This design comes from an exercise in tuning for small area and few clock cycles on the open sky130 flow, not from production work. The RTL was checked by simulation tests, not by an equivalence proof against the original design. Power figures rest on the tool's default switching activity, not on a simulated workload.

### design/flow/run.sh
#!/bin/bash
# synth_recipe.tcl (not shown) runs the flow's synth.tcl, then flattens the netlist and writes it again
# the make line also repeats each setting of config.mk as NAME=value (left out here)
make -C /OpenROAD-flow-scripts/flow DESIGN_CONFIG=/design/flow/config.mk WORK_HOME=/design/flow/orfs CLKGATE_MAP_FILE= SYNTH_SCRIPT=/design/flow/synth_recipe.tcl finish
### design/flow/constraint.sdc
create_clock -name core_clock -period 7.0 [get_ports {clk}]
set_input_delay 1.4000 -clock core_clock [delete_from_list [all_inputs] [get_ports {clk}]]
set_output_delay 1.4000 -clock core_clock [all_outputs]
set_load 0.01 [all_outputs]
### design/flow/config.mk
export PLATFORM = sky130hd
export DESIGN_NAME = nios_codec
export DESIGN_NICKNAME = nios_codec
export VERILOG_FILES = /design/flow/design.v
export SDC_FILE = /design/flow/constraint.sdc
export NUM_CORES = 4
export LEC_CHECK = 0
export CAP_MARGIN = 20
export CORE_MARGIN = 2
export CORE_UTILIZATION = 40
export SLEW_MARGIN = 20
### design/flow/design.v
module nios_codec (
    input  wire        clk,
    input  wire        rst,             
    input  wire        op_valid,
    output wire        op_ready,
    input  wire [63:0] op,
    output reg         rsp_valid,
    output wire [1:0]  rsp_kind,        
    output wire [63:0] rsp_data,
    output wire        ev_notice,
    output wire [5:0]  ev_notice_obs,
    output wire [5:0]  ev_notice_exp,
    output wire        ev_suppressed,
    output wire        ev_sample,
    output wire [31:0] ev_sample_val,
    output wire        ev_summary,
    output wire [34:0] ev_summary_val
);
    localparam [2:0] OP_NOP = 3'd0, OP_ENC = 3'd1, OP_CMDRD = 3'd2, OP_DSTART = 3'd3,
                     OP_DBYTE = 3'd4, OP_DEND = 3'd5, OP_READ = 3'd6, OP_RESET = 3'd7;
    localparam [1:0] PH_IDLE = 2'd0, PH_CMD = 2'd1, PH_DEC = 2'd2, PH_DONE = 2'd3;
    localparam [2:0] E_NONE = 3'd0, E_ARG = 3'd1, E_INPUT = 3'd2, E_SEQ = 3'd3, E_ILL = 3'd4;
    localparam [1:0] R_OK = 2'd0, R_VAL = 2'd1, R_FAULT = 2'd2, R_REFUSED = 2'd3;
    reg [1:0]  ph;
    reg [2:0]  err;
    reg [31:0] cmd;
    reg [34:0] rec_done;
    reg [1:0]  byte_idx;
    reg [23:0] asm_buf;
    reg [34:0] loss;
    reg [31:0] last_word;
    reg        last_mis;
    reg        have_rec;        
    reg [1:0]  r_kind;
    reg        r_cmdrd;
    reg [2:0]  r_sel;
    reg        r_sample;
    reg        r_summary;
    reg [5:0]  r_exp;
    assign op_ready = ~(busy & op[63]);
    wire       fire     = op_valid & op_ready;
    wire [2:0] opc      = op[63:61];
    wire       in_fault = |err;
    reg rsv_bad;
    always @* begin
        case (opc)
            OP_NOP, OP_DSTART, OP_DEND: rsv_bad = |op[60:0];
            OP_CMDRD:                   rsv_bad = |op[60:2];
            OP_DBYTE:                   rsv_bad = |op[60:8];
            OP_READ:                    rsv_bad = |op[60:3];
            default:                    rsv_bad = 1'b0;
        endcase
    end
    reg admitted;
    always @* begin
        case (opc)
            OP_ENC:    admitted = (ph == PH_IDLE);
            OP_CMDRD:  admitted = (ph != PH_IDLE);
            OP_DSTART: admitted = (ph == PH_CMD);
            OP_DBYTE:  admitted = (ph == PH_DEC);
            OP_DEND:   admitted = (ph == PH_DEC);
            default:   admitted = 1'b1;
        endcase
    end
    reg  [33:0] half_total;
    reg  [2:0]  mcnt;
    wire        busy       = |mcnt;
    wire [34:0] total_calc = {half_total, 1'b0};
    wire [34:0] rec_total  = ph[1] ? total_calc : 35'd0;
    wire        all_done   = (rec_done == total_calc);
    wire [5:0]  exp_ctr  = have_rec ? last_word[26:21] + 6'd1 : 6'd0;
    wire [31:0] rec_word = {asm_buf, op[7:0]};
    wire [5:0]  rec_ctr  = rec_word[26:21];
    wire        rec_mis  = (rec_ctr != exp_ctr);
    wire [31:0] enc_ch     = op[57:26];
    wire        enc_ch_bad = enc_ch[31] | (|enc_ch[30:3]);
    reg        fault;
    reg [2:0]  fault_code;
    reg [1:0]  n_kind;
    reg        do_reset, do_enc, do_dstart, do_byte, do_rec, do_dend;
    always @* begin
        fault = 1'b0; fault_code = E_NONE; n_kind = R_OK;
        do_reset = 1'b0; do_enc = 1'b0; do_dstart = 1'b0; do_byte = 1'b0; do_rec = 1'b0; do_dend = 1'b0;
        if (opc == OP_RESET) begin
            do_reset = 1'b1;
        end else if (in_fault) begin
            if ((opc == OP_NOP || opc == OP_READ) && !rsv_bad) n_kind = (opc == OP_READ) ? R_VAL : R_OK;
            else n_kind = R_REFUSED;
        end else if (rsv_bad) begin
            fault = 1'b1; fault_code = E_ILL;
        end else if (!admitted) begin
            fault = 1'b1; fault_code = E_SEQ;
        end else begin
            case (opc)
                OP_ENC: begin
                    if (enc_ch_bad) begin fault = 1'b1; fault_code = E_ARG; end
                    else do_enc = 1'b1;
                end
                OP_CMDRD:  n_kind = R_VAL;
                OP_DSTART: do_dstart = 1'b1;
                OP_DBYTE: begin
                    if (all_done) begin fault = 1'b1; fault_code = E_INPUT; end
                    else if (byte_idx != 2'd3) do_byte = 1'b1;
                    else do_rec = 1'b1;
                end
                OP_DEND: begin
                    if (byte_idx != 2'd0 || !all_done) begin fault = 1'b1; fault_code = E_INPUT; end
                    else do_dend = 1'b1;
                end
                OP_READ:   n_kind = R_VAL;
                default:   n_kind = R_OK;
            endcase
        end
        if (fault) n_kind = R_FAULT;
    end
    always @(posedge clk) begin
        if (rst || (fire && do_reset)) begin
            ph        <= PH_IDLE;
            err       <= E_NONE;
            cmd       <= 32'd0;
            rec_done  <= 35'd0;
            byte_idx  <= 2'd0;
            loss      <= 35'd0;
            last_word <= 32'd0;
            last_mis  <= 1'b0;
            have_rec  <= 1'b0;
        end else if (fire) begin
            if (fault) err <= fault_code;
            if (do_enc) begin
                cmd <= {op[60], op[59:58], enc_ch[2:0], op[25:0]};
                ph  <= PH_CMD;
            end
            if (do_dstart) ph <= PH_DEC;
            if (do_dend)   ph <= PH_DONE;
            if (do_byte)   byte_idx <= byte_idx + 2'd1;
            if (do_rec) begin
                byte_idx  <= 2'd0;
                if (rec_mis) loss <= loss + 35'd1;
                last_word <= rec_word;
                last_mis  <= rec_mis;
                have_rec  <= 1'b1;
                rec_done  <= rec_done + 35'd1;
            end
        end
    end
    always @(posedge clk) begin
        if (rst) mcnt <= 3'd0;
        else if (fire && do_enc) mcnt <= 3'd4;
        else if (busy) mcnt <= mcnt - 3'd1;
    end
    always @(posedge clk) begin
        if (fire && do_enc) half_total <= {8'd0, op[25:0]};
        else if (busy) half_total <= {half_total[31:0], 2'b00} - ((mcnt == 3'd2) ? 34'd0 : {8'd0, cmd[25:0]});
    end
    always @(posedge clk)
        if (fire && opc == OP_DBYTE) asm_buf <= {asm_buf[15:0], op[7:0]};
    always @(posedge clk) begin
        if (rst) rsp_valid <= 1'b0;
        else     rsp_valid <= fire;
    end
    always @(posedge clk) begin
        if (fire) begin
            r_kind    <= n_kind;
            r_cmdrd   <= (opc == OP_CMDRD);
            r_sel     <= op[2:0];
            r_sample  <= do_rec;
            r_summary <= do_dend && (loss > 35'd5);
            r_exp     <= exp_ctr;
        end
    end
    wire [63:0] status_word = {52'd0, (loss >= 35'd5), last_mis, byte_idx, 1'b0, err, 1'b0, |err, ph & {2{~|err}}};
    reg  [34:0] read_val;
    always @* begin
        case (r_sel)
            3'd0: read_val = status_word[34:0];
            3'd1: read_val = {3'd0, cmd};
            3'd2: read_val = rec_total;
            3'd3: read_val = rec_done;
            3'd4: read_val = {29'd0, exp_ctr};
            3'd5: read_val = loss;
            3'd6: read_val = {3'd0, last_word};
            default: read_val = {3'd0, {10{last_word[21]}}, last_word[21:0]};
        endcase
    end
    reg [7:0] cmd_byte;
    always @* begin
        case (r_sel[1:0])
            2'd0: cmd_byte = cmd[31:24];
            2'd1: cmd_byte = cmd[23:16];
            2'd2: cmd_byte = cmd[15:8];
            default: cmd_byte = cmd[7:0];
        endcase
    end
    assign rsp_kind = r_kind;
    assign rsp_data = r_kind[1] ? {61'd0, err} : r_cmdrd ? {56'd0, cmd_byte} : {29'd0, read_val};
    assign ev_sample      = r_sample;
    assign ev_notice      = r_sample & last_mis & (loss <= 35'd5);
    assign ev_suppressed  = r_sample & last_mis & (loss == 35'd5);
    assign ev_notice_obs  = last_word[26:21];
    assign ev_notice_exp  = r_exp;
    assign ev_sample_val  = {{10{last_word[21]}}, last_word[21:0]};
    assign ev_summary     = r_summary;
    assign ev_summary_val = loss;
endmodule
==> results of run 1 <==
flip-flops by register name, indices dropped and copies added, names as in the netlist, 6 cells and up:
signal / count
last_word: 32
rec_done: 35
half_total: 34
asm_buf: 24
r_exp: 6
loss: 35
cmd: 32
path summary, 6_finish.rpt:
path,from,end,slack [ns],depth (start not counted)
worst min-delay path,asm_buf[1],asm_buf[9],0.45,0
worst max-delay path,r_sel[0],rsp_data[4],1.33,9
worst max register to register,mcnt[0],loss[31],2.97,13
worst min register to register,asm_buf[1],asm_buf[9],0.45,0
layer usage:
layer	share of wire [%]	wire, um	up-vias	GRT usage, %
li1	-	-	6019	-
met1	41	21100	6179	37.13
met2	44	22720	739	44.36
met3	11	5384	108	6.794
met4	4.0	2044	0	10.87
met5	0	0	-	0
power by group through the flow:
stage	sequential (W)	clock, W	combinational [W]
floorplan	0.00164	0	0.00113
global placement	0.00179	0	0.00146
detailed placement	0.00178	0	0.00148
CTS	0.00176	0.00142	0.00149
global route	0.00178	0.00148	0.00167
finish	0.00177	0.00141	0.00151
stage by stage:
step	cells	hold slack [ns]	instance area, um^2	power, W	util (%)
final	2201	0.4468	16220	0.004690	48.51
after global routing	2200	0.4649	16220	0.004934	48.50
after CTS	2200	0.4472	16220	0.004672	48.48
after detailed placement	2152	0.4328	15330	0.003263	45.83
after global placement	2152	0.4353	15330	0.003249	45.83
after floorplan	1664	0.4261	13630	0.002772	-
area by class of cell:
class | count | area [um^2]
Tap cell | 448 | 560.5
Clock buffer | 37 | 773.2
Fill cell | 3213 | 17220
Inverter | 39 | 146.4
Clock inverter | 11 | 111.4
Antenna cell | 1 | 2.502
Sequential cell | 219 | 5025
Timing Repair Buffer | 203 | 1994
Multi-Input combinational cell | 1243 | 7611
cell usage after synthesis (5+ instances only):
library cell / n / area share, %
nor2b_1: 10 / 0.46
nand3_1: 48 / 1.8
buf_2: 6 / 0.22
a22o_1: 8 / 0.52
xnor2_1: 42 / 2.7
a222oi_1: 14 / 1.0
or2_2: 9 / 0.42
nand2_1: 246 / 6.8
buf_1: 8 / 0.22
a22oi_1: 20 / 1.1
and3_1: 20 / 0.93
o21bai_1: 6 / 0.33
o31ai_1: 16 / 0.89
nor3_1: 31 / 1.1
xor2_1: 66 / 4.3
nand4_1: 38 / 1.8
o211ai_1: 5 / 0.28
o21ai_0: 95 / 3.5
mux2i_1: 40 / 3.0
buf_4: 67 / 3.7
or3_1: 22 / 1.0
a21o_1: 10 / 0.56
inv_1: 38 / 1.1
a21oi_1: 131 / 4.8
a211oi_1: 6 / 0.33
edfxtp_1: 64 / 14
nand2b_1: 5 / 0.23
and2_1: 13 / 0.60
dfxtp_1: 155 / 23
or4_1: 10 / 0.56
o22ai_1: 9 / 0.42
and4_1: 5 / 0.32
nor4_1: 44 / 2.0
a31oi_1: 9 / 0.42
clkbuf_1: 80 / 2.2
ha_1: 34 / 3.1
mux4_2: 8 / 1.3
mux2_2: 7 / 0.58
a221oi_1: 7 / 0.45
nor2_1: 127 / 3.5
worst reg2reg max path, cell delays in order (launching register included):
cell and delay [ns]:
dfxtp_1 0.30, inv_1 0.12, ha_1 0.20, nor2b_1 0.13
buf_4 0.21, o21ai_1 0.15, or3_1 0.39, inv_1 0.08
buf_4 0.34, nand3_1 0.20, nor4_4 0.48, nand4_2 0.54
or4_1 0.66, a21oi_1 0.15
logic make-up (layout without fill, tap and decap cells):
family	Yosys count	in the layout	synth area share (%)
AO/OA/AOI/OAI	366	366	16.70
flip-flops	219	219	37.15
buffers and inverters	202	290	7.633
multiplexers	55	55	4.876
AND/OR/NAND/NOR	651	651	23.47
XOR/XNOR	108	108	6.994
adder cells (fa/ha/maj)	34	34	3.146
other	1	30	0.02773
==> results.py, run 1 <==
metrics = {
    "critical_path": {
        "critical_path_class": "register to output port",
        "path_cells": "buf_4 -> clkinv_1 -> nor2_1 -> a221o_1 -> a221oi_1 -> o21ai_0 -> a21oi_1 -> nor3_1 -> clkdlybuf4s50_1",
        "cp.required_ns": 5.60,
        "crit_path_max_fanout": 44,
        "end_kind": "output port",
        "crit_buf_inv": 3,
        "critPathSlowestCell": "nor2_1",
        "critPathArrivalTime_ns": 4.27,
        "start_kind": "register",
        "critPathTopFamily": "buffers and inverters",
        "cpPeakStageDelay_ns": 0.76,
    },
    "place": {
        "gp_congestion": 0.9950,
        "post-place-ws_ns": 1.576,
        "post-dp-hpwl_um": 37890,
        "port_buffers": 188,
    },
    "clock_tree": {
        "cts_tree": "yes",
        "numCtsBuffers": 27,
        "clock_sinks": 219,
        "clkLatencyLatePin_ns": 0.54,
        "cts_max_level": 1,
        "clockRootBuffer": "clkbuf_16",
        "clockBufferDepth": 3,
        "post_cts_buffers": 0,
        "postCtsResizedCells": 0,
        "cts.hold.buffers_added": 0,
        "path_clk_slew_ns": 0.06,
    },
    "logic_synthesis": {
        "synth_flop_cell": "dfxtp_1",
        "synth_cell_types": 74,
        "yosys_warnings": 1,
        "ys_seq_area_share_pct": 37.15,
        "ys_ff_latch": 219,
        "synth_area_mm2": 0.01352,
        "synth_edf_count": 64,
        "syn_avg_cell_area_um2": 8.267,
        "synth_async_sr_flop_share_pct": 0,
        "syn_inst": 1636,
    },
    "routing": {
        "wl_um": 51250,
        "wl_per_cell_um": 23.29,
        "drt_iter0_drc": 1452,
        "antenna_left": 0,
        "vias_per_cell": 5.927,
        "firstDrtPassIters": 8,
        "dr_total_vias": 13050,
        "drcViolationCount": 0,
    },
    "grt": {
        "track_usage_pct": 28.10,
        "antenna_found_initial": 0,
        "grt_max_degree": 88,
        "grt_pass1_vias": 12310,
        "grt_pass1_wl_um": 75840,
        "overflow": 0,
    },
    "pwr": {
        "p_switching_w": 0.001723,
        "internal_power_w": 0.002967,
        "ir_drop_mv": 0.1870,
        "switching_share_pct": 36.74,
        "p_comb_share_pct": 32.2,
        "power_density_mw_per_mm2": 289.1,
        "clkPwrFrac_pct": 30.1,
        "seq_power_share_pct": 37.7,
        "p_leak_nw": 5.546,
    },
    "die": {
        "die_y_um": 187.9,
        "io_pins": 218,
        "die_width_um": 187.9,
        "core-area_mm2": 0.03345,
        "initial_utilization_pct": 40.43,
        "row_count": 67,
        "die-area_mm2": 0.03530,
    },
    "sta": {
        "hold_viol": 0,
        "drv_slew": 0,
        "setup_tns_ns": 0,
        "worst_pin_slew_ns": 1.054,
        "min_period_ns": 5.670,
        "final.setup.worst_slack_ns": 1.330,
        "slew_headroom_pct": 29.71,
        "setup_viol": 0,
        "finClkSkew_ns": 0.01569,
        "period_share_pct": 81.00,
        "grt_setup_unrepaired": "false",
        "max_freq_mhz": 176.4,
    },
    "cells_and_area": {
        "drive_gt1_share_pct": 5.708,
        "syn_to_final_growth_pct": 19.96,
        "fin_nets": 1834,
        "layout_common_cells": "nand2_1 (246), clkdlybuf4s50_1 (188), dfxtp_1 (155)",
        "final_common_cell": "nand2_1",
    },
    "flow_run": {
        "maxCapViolations": 0,
    },
    "hold_path": {
        "worstHoldPathType": "register to register",
    },
    "run_status": {
        "status": "complete, no violations",
    },
}
Testbench counts, summed over its fixed seeds: cycles 49,495.
==> run 2: changes to the inputs <==
--- a/design/flow/design.v
+++ b/design/flow/design.v
@@ -39,2 +39,32 @@
     reg [5:0]  r_exp;
+    function [34:0] inc35(input [34:0] a);
+        integer i; reg c;
+        begin
+            c = 1'b1;
+            for (i = 0; i < 35; i = i + 1) begin
+                inc35[i] = a[i] ^ c;
+                c = c & a[i];
+            end
+        end
+    endfunction
+    function [5:0] inc6(input [5:0] a);
+        integer i; reg c;
+        begin
+            c = 1'b1;
+            for (i = 0; i < 6; i = i + 1) begin
+                inc6[i] = a[i] ^ c;
+                c = c & a[i];
+            end
+        end
+    endfunction
+    function [33:0] sub34(input [33:0] a, input [33:0] b);
+        integer i; reg c;
+        begin
+            c = 1'b1;
+            for (i = 0; i < 34; i = i + 1) begin
+                sub34[i] = a[i] ^ ~b[i] ^ c;
+                c = (a[i] & ~b[i]) | (a[i] & c) | (~b[i] & c);
+            end
+        end
+    endfunction
     assign op_ready = ~(busy & op[63]);
@@ -70,3 +100,3 @@
     wire        all_done   = (rec_done == total_calc);
-    wire [5:0]  exp_ctr  = have_rec ? last_word[26:21] + 6'd1 : 6'd0;
+    wire [5:0]  exp_ctr  = have_rec ? inc6(last_word[26:21]) : 6'd0;
     wire [31:0] rec_word = {asm_buf, op[7:0]};
@@ -74,2 +104,6 @@
     wire        rec_mis  = (rec_ctr != exp_ctr);
+    wire        loss_hz  = ~|loss[34:3];
+    wire        loss_le5 = loss_hz & ~(loss[2] & loss[1]);
+    wire        loss_eq5 = loss_hz & (loss[2:0] == 3'd5);
+    wire        loss_ge5 = ~loss_hz | (loss[2] & (loss[1] | loss[0]));
     wire [31:0] enc_ch     = op[57:26];
@@ -134,6 +168,6 @@
             if (do_dend)   ph <= PH_DONE;
-            if (do_byte)   byte_idx <= byte_idx + 2'd1;
+            if (do_byte)   byte_idx <= {byte_idx[1] ^ byte_idx[0], ~byte_idx[0]};
             if (do_rec) begin
                 byte_idx  <= 2'd0;
-                if (rec_mis) loss <= loss + 35'd1;
+                if (rec_mis) loss <= inc35(loss);
                 last_word <= rec_word;
@@ -141,3 +175,3 @@
                 have_rec  <= 1'b1;
-                rec_done  <= rec_done + 35'd1;
+                rec_done  <= inc35(rec_done);
             end
@@ -152,3 +186,3 @@
         if (fire && do_enc) half_total <= {8'd0, op[25:0]};
-        else if (busy) half_total <= {half_total[31:0], 2'b00} - ((mcnt == 3'd2) ? 34'd0 : {8'd0, cmd[25:0]});
+        else if (busy) half_total <= sub34({half_total[31:0], 2'b00}, (mcnt == 3'd2) ? 34'd0 : {8'd0, cmd[25:0]});
     end
@@ -166,3 +200,3 @@
             r_sample  <= do_rec;
-            r_summary <= do_dend && (loss > 35'd5);
+            r_summary <= do_dend && ~loss_le5;
             r_exp     <= exp_ctr;
@@ -170,3 +204,3 @@
     end
-    wire [63:0] status_word = {52'd0, (loss >= 35'd5), last_mis, byte_idx, 1'b0, err, 1'b0, |err, ph & {2{~|err}}};
+    wire [63:0] status_word = {52'd0, loss_ge5, last_mis, byte_idx, 1'b0, err, 1'b0, |err, ph & {2{~|err}}};
     reg  [34:0] read_val;
@@ -196,4 +230,4 @@
     assign ev_sample      = r_sample;
-    assign ev_notice      = r_sample & last_mis & (loss <= 35'd5);
-    assign ev_suppressed  = r_sample & last_mis & (loss == 35'd5);
+    assign ev_notice      = r_sample & last_mis & loss_le5;
+    assign ev_suppressed  = r_sample & last_mis & loss_eq5;
     assign ev_notice_obs  = last_word[26:21];
==> run 2 against run 1 <==
Compared with the run above:
- sequential cell count did not move
- clock power barely moved
- the layout now fails its checks (setup timing)
- clock skew fell by 0.0027 ns
- via count fell by 9.3%
- largest cell class unchanged
- wire length fell by 12%
- die area fell by 4.4%
- first-iteration DRC count fell by 6.9%
- area after synthesis fell by 4.5%
- hold slack improved by 0.0064 ns
==> results.py, run 2 <==
metrics = {
    "critical_path": {
        "critPathLaunch": "mcnt[0]",
        "cp-endpoint": "half_total[33]",
        "start_kind": "register",
        "critical_path_class": "register to register",
        "r2r-end": "half_total[33]",
        "rr_startpoint": "mcnt[0]",
        "critPathSlowestCell": "fa_2",
        "r2r.worst_path.cells": 41,
        "end_kind": "register",
        "crit_path_max_fanout": 3,
        "cp.required_ns": 7.45,
        "r2r_slack_ns": -3.56,
        "critPathArrivalTime_ns": 11.01,
        "crit_top_cell": "fa_2",
        "cpPeakStageDelay_ns": 0.37,
    },
    "hold_path": {
        "worstHoldPathType": "register to register",
        "holdCritStartpoint": "asm_buf[0]",
    },
    "logic_synthesis": {
        "synth_async_sr_flop_share_pct": 0,
        "synth_area_mm2": 0.01291,
        "ys_top_cells_by_count": "nand2_1 (286), a21oi_1 (178), dfxtp_1 (155)",
        "synth.area.top_cells": "dfxtp_1 (24%), edfxtp_1 (15%), nand2_1 (8.3%)",
        "syn_avg_cell_area_um2": 8.567,
        "ys_seq_area_share_pct": 38.92,
        "synth_top_cell_area_share_pct": 24.04,
        "synth_cell_types": 58,
        "syn_inst": 1507,
        "yosysMostFrequentCell": "nand2_1",
        "ys_ff_latch": 219,
        "yosysTopAreaCell": "dfxtp_1",
        "yosys_warnings": 1,
        "synth_flop_cell": "dfxtp_1",
        "synth_edf_count": 64,
    },
    "routing": {
        "wl_per_cell_um": 21.87,
        "drcViolationCount": 0,
        "wl_um": 45020,
        "firstDrtPassIters": 7,
        "drt_iter0_drc": 1352,
        "vias_per_cell": 5.748,
        "antenna_left": 0,
        "dr_total_vias": 11830,
    },
    "pwr": {
        "power_density_mw_per_mm2": 247.4,
        "p_comb_share_pct": 23.1,
        "p_leak_nw": 6.052,
        "switching_share_pct": 32.11,
        "seq_power_share_pct": 41.7,
        "p_switching_w": 0.001276,
        "clkPwrFrac_pct": 35.2,
        "internal_power_w": 0.002699,
        "ir_drop_mv": 0.2289,
        "total_power_w": 0.003976,
    },
    "clock_tree": {
        "clock_sinks": 219,
        "numCtsBuffers": 26,
        "cts_tree": "yes",
        "clockRootBuffer": "clkbuf_16",
        "cts_max_level": 1,
        "clockBufferDepth": 3,
        "path_clk_slew_ns": 0.06,
        "clkLatencyLatePin_ns": 0.54,
    },
    "cells_and_area": {
        "fin_nets": 1812,
        "drive_gt1_share_pct": 11.11,
        "reg_top3": "loss: 35 flops, rec_done: 35 flops, half_total: 34 flops",
        "fin_util_pct": 50.80,
        "layout.cells.non_filler": 2058,
        "diodes": 0,
        "final_common_cell": "nand2_1",
        "syn_to_final_growth_pct": 24.48,
        "layout_common_cells": "nand2_1 (282), clkdlybuf4s50_1 (188), a21oi_1 (170)",
    },
    "sta": {
        "min_period_ns": 10.56,
        "max_freq_mhz": 94.68,
        "drv_slew": 0,
        "period_share_pct": 150.9,
        "hold_viol": 0,
        "worst_pin_slew_ns": 1.104,
        "final.setup.worst_slack_ns": -3.561,
        "slew_headroom_pct": 26.39,
        "finClkSkew_ns": 0.01296,
        "grt_setup_unrepaired": "true",
        "setup_viol": 16,
    },
    "die": {
        "initial_utilization_pct": 40.81,
        "row_count": 65,
        "die_y_um": 183.7,
        "die_width_um": 183.7,
        "io_pins": 218,
        "die-area_mm2": 0.03373,
        "core-area_mm2": 0.03164,
    },
    "grt": {
        "grt_pass1_wl_um": 67190,
        "grt_max_degree": 103,
        "antenna_found_initial": 1,
        "grt_pass1_vias": 11010,
        "overflow": 0,
        "track_usage_pct": 26.32,
    },
    "place": {
        "port_buffers": 188,
        "dp_cells": 2009,
        "gp_congestion": 0.9536,
        "post-dp-hpwl_um": 33320,
    },
    "run_status": {
        "status": "complete, but fails checks",
        "check.faults": "setup timing",
    },
    "flow_run": {
        "maxCapViolations": 0,
    },
}
run 2: worst max-delay path, delay by kind of cell (launching register included):
family | cells | cell delay, ns
compound gates | 1 | 0.19
xor+xnor | 1 | 0.11
fa+ha+maj | 33 | 9.45
buf+inv | 4 | 0.22
flops | 1 | 0.32
simple gates | 2 | 0.17
run 2: worst min-delay path by stage:
stage	endpoint	depth (start not counted)	slack [ns]
after floorplan	asm_buf[10]	0	0.43
after global placement	asm_buf[11]	0	0.43
final	asm_buf[8]	0	0.45
after CTS	asm_buf[11]	0	0.45
after global routing	asm_buf[11]	0	0.46
after detailed placement	asm_buf[11]	0	0.44
run 2: what timing repair did:
| action | CTS | global route |
|---|---|---|
| pin swaps | 1 | 5 |
| gates cloned | 0 | 0 |
| gates resized for setup | 4 | 15 |
| hold buffers | 0 | 0 |
| endpoints found under the setup margin | 16 | 18 |
| endpoints found under the hold margin | 0 | 0 |
| setup buffers | 0 | 1 |
run 2: cell type report:
cell class,count,area [um^2]
sequential,219,5027
fill,2931,15570
clock buffer,31,742.0
tap,402,503.0
clock inverter,17,140.1
inverter,53,201.4
multi-input combinational,1096,7177
timing repair buffer,240,2280
run 2: cell families (layout without fill, tap and decap cells):
family	count (synthesis)	count (layout)	synth area share, %
other cells	1	29	0.02905
fa+ha+maj	109	109	11.96
xor+xnor	44	44	2.985
buf+inv	220	341	8.500
compound gates	348	348	15.50
flops	219	219	38.92
mux	42	42	4.119
simple gates	524	524	17.99
run 2: power by group through the flow:
stage / clock network (W) / logic [W] / registers, W
detailed placement: 0 / 0.000885 / 0.00168
floorplan: 0 / 0.000563 / 0.00161
global route: 0.00147 / 0.00101 / 0.00167
CTS: 0.00141 / 0.000893 / 0.00165
global placement: 0 / 0.000873 / 0.00167
finish: 0.00140 / 0.000917 / 0.00166
run 2: per-stage QoR:
stage	hold WS [ns]	setup WS [ns]	TNS, ns	instance area [um^2]
after global placement	0.4317	-3.479	-34.58	15110
after global routing	0.4610	-3.810	-38.76	16070
after floorplan	0.4262	-3.354	-33.28	13220
after detailed placement	0.4369	-3.613	-36.52	15110
final	0.4531	-3.561	-35.99	16070
after CTS	0.4516	-3.557	-35.56	16010
run 2: metal layers:
layer | global-route usage [%] | share of wire [%]
met1 | 36.63 | 43
met4 | 12.58 | 4.9
met3 | 4.101 | 9.2
met2 | 39.95 | 43
met5 | 0 | 0
Testbench counts of run 2, summed over its fixed seeds: cycles 49,495.

==> what the ideal ports hide <==
The results above use ideal ports. As a check the final layouts listed here were re-extracted and re-timed, cells and wires unchanged.
Step 1, drivers: a clkbuf_16 drives clk and a buf_2 each remaining input, both assumed.
Step 2 adds t to the input delays and takes it off the output delays; t is the mean of the earliest and latest rising clock arrival at the registers after step 1. Input paths then give back, and output paths get back, about the clock's delay inside the block.
Three values: ideal, step 1, step 2; two values: the first two.
| run | t, ns | setup slack, ns | worst setup path at the end | worst register clock-pin slew, ns | worst data-port slew with drivers (ns) |
|---|---|---|---|---|---|
| run 1 | 0.585 | 1.330 / 1.279 / 1.615 | input to register | 0.07 / 0.07 | 0.04 |
| run 2 | 0.589 | -3.561 / -3.561 / -3.561 | register to register | 0.07 / 0.07 | 0.04 |
